From an optimization exercise on the open Yosys and OpenROAD flow, aimed at small area; shortcuts taken in it are not production practice. Only simulation tests tie the RTL to the original design; equivalence was not proved. Power figures rest on the tool's default switching activity, not on a simulated workload.

// ggcodec
module ggcodec (
  input  wire        clk,
  input  wire        rst,         
  input  wire        start,       
  input  wire [3:0]  cmd,         
  input  wire [71:0] code_in,     
  input  wire [3:0]  len_in,
  input  wire [31:0] addr_in,
  input  wire [31:0] val_in,
  input  wire [31:0] cmp_in,
  input  wire        cmpp_in,
  output reg  [1:0]  status,
  output wire [23:0] r_addr,
  output wire [15:0] r_val,
  output wire [7:0]  r_cmp,
  output wire        r_hascmp,
  output wire [71:0] r_code,      
  output wire [3:0]  r_len
);
Size in the first run: ~1700 cells after synthesis, roughly 45 flip-flops, ~310 I/O pins, roughly 10000 um2 of cells after synthesis.
clock: 8.0 ns
lec_check: 0
cap_margin: 20
core_margin: 2
core_utilization: 30
cts_buf_list: sky130_fd_sc_hd__clkbuf_8
slew_margin: 20
standard.sh (not shown) runs the stock make flow with config.mk's settings and CLKGATE_MAP_FILE= SYNTH_SCRIPT=/design/flow/synth_recipe.tcl, a recipe that flattens the netlist after the stock synthesis.
==> flow/flow/run.sh <==
#!/bin/bash
# Own layout flow: the standard layout, except that synthesis maps the
# logic with an area-oriented ABC script (flow/synth.tcl, flow/area.abc) and
# the port buffers are the smallest buffer. Each step's full output goes
# to a log file of its own in the work folder.
set -euo pipefail
W=$(pwd)
export AREA_ABC_SCRIPT=$W/flow/area.abc
# The synthesis script must be synth_recipe.tcl's, with only abc changed.
diff <(tail -n +2 synth_recipe.tcl) <(grep -v '^#' flow/synth.tcl | sed -n '/^source/,$p') > diff_synth.log 2>&1 || true
bash standard.sh SYNTH_SCRIPT=$W/flow/synth.tcl ADDER_MAP_FILE= synth > synth.log 2>&1
bash standard.sh SYNTH_SCRIPT=$W/flow/synth.tcl ADDER_MAP_FILE= \
  "BUFFER_PORTS_ARGS=-buffer_cell sky130_fd_sc_hd__buf_1" finish > layout.log 2>&1
==> flow/flow/area.abc <==
strash
dch -f
amap -F 16 -A 64 -C 4000
mfs -a
mfs2
strash
dch -f
amap -F 16 -A 64 -C 4000
mfs -a
mfs2
strash
dch -f
amap -F 16 -A 64 -C 4000
topo
==> flow/flow/synth.tcl <==
# synth_recipe.tcl with an area-only ABC mapping: every abc call of ORFS's
# synthesis script gets flow/area.abc as its script (no buffering or
# sizing for delay; the placer repairs slew and capacitance).
proc synth {args} { yosys synth -nofsm -noshare {*}$args }
proc abc {args} {
  set i [lsearch -exact $args -script]
  if { $i >= 0 } { lset args [expr {$i + 1}] $::env(AREA_ABC_SCRIPT) }
  set j [lsearch -exact $args -D]
  if { $j >= 0 } { set args [lreplace $args $j [expr {$j + 1}]] }
  set k [lsearch -exact $args -constr]
  if { $k >= 0 } { set args [lreplace $args $k [expr {$k + 1}]] }
  yosys abc {*}$args
}
source $::env(SCRIPTS_DIR)/synth.tcl
# left out here: clear keep_hierarchy, flatten, clean up, hide names made inside functions, write 1_2_yosys.v
==> next run, changes <==
--- a/flow/flow/run.sh
+++ b/flow/flow/run.sh
@@ -3 +3 @@
-# logic with an area-oriented ABC script (flow/synth.tcl, flow/area.abc) and
+# logic with an area-only ABC script (flow/synth.tcl, flow/area.abc) and
==> flow/flow/area.abc (replaced) <==
strash
dch -f
amap -F 16 -A 64 -C 4000
strash
dch -f
amap -F 16 -A 64 -C 4000
topo
CORE_UTILIZATION = 35   (was 30)
Effect: The changed run passed the timing, DRC and antenna checks. Worst hold slack gains 0.0078 ns. Wire length is higher by 1.8%. Total power grows by 1.6%. Design area is about the same. Global-route usage went up by 5.2 points. Non-clock buffer count goes up by 2. Via count rose by 0.89%. Clock-buffer cell count stays the same.
==> next run, changes <==
==> flow/flow/area.abc (replaced) <==
strash
dch -f
amap
strash
dch -f
amap
topo
CTS_BUF_LIST = default   (was sky130_fd_sc_hd__clkbuf_8)
Critical path depth fell by 6; synthesized area rose by 2.9%; non-clock buffer count fell by 4; hold slack loses 0.079 ns; routed wire length rose by 2.7%.
==> next run, changes <==
==> flow/flow/area.abc (replaced) <==
strash
dch -f
amap -F 16 -A 64 -C 4000
strash
dch -f
amap -F 16 -A 64 -C 4000
topo
Effect: The new run finished with timing, DRC and antenna clean. Worst setup slack gains 0.19 ns. Area after synthesis went down by 2.8%. Register-to-register slack degrades by 0.18 ns. Die area goes down by 2.8%. Critical path depth climbs by 6. Synthesized cell count decreases by 9.3%. Cell area drops by 2.2%.

==> separate check: timing with driven ports <==
How much do the figures lean on ideal ports? The routed layouts below were timed once more, with nothing changed but the port constraints.
Step 1: set_driving_cell puts a clkbuf_16 on clk and a buf_2 on each other input, an assumption about the parent block.
Step 2 adds t to the input delays and takes it off the output delays; t is the mean of the earliest and latest rising clock arrival at the registers after step 1. Input paths then give back, and output paths get back, about the clock's delay inside the block.
Three values: no drivers, after step 1, after step 2; two values: the first two.
| run | t, ns | setup slack, ns | worst setup path after step 2 | clock arrival spread, ns |
|---|---|---|---|---|
| the first run | 0.326 | 2.529 / 2.492 / 2.331 | input to register | 0.008 / 0.008 |
| the second run | 0.326 | 2.296 / 2.260 / 2.585 | register to output | 0.007 / 0.007 |
| the third run | 0.323 | 2.130 / 2.095 / 2.418 | register to output | 0.006 / 0.006 |
| the fourth run | 0.319 | 2.315 / 2.275 / 2.593 | register to output | 0.005 / 0.005 |
After both steps every run listed still meets setup and hold. For the first run, which loses most, drivers alone change the setup slack by -0.037 ns; drivers and shift together by -0.198 ns.
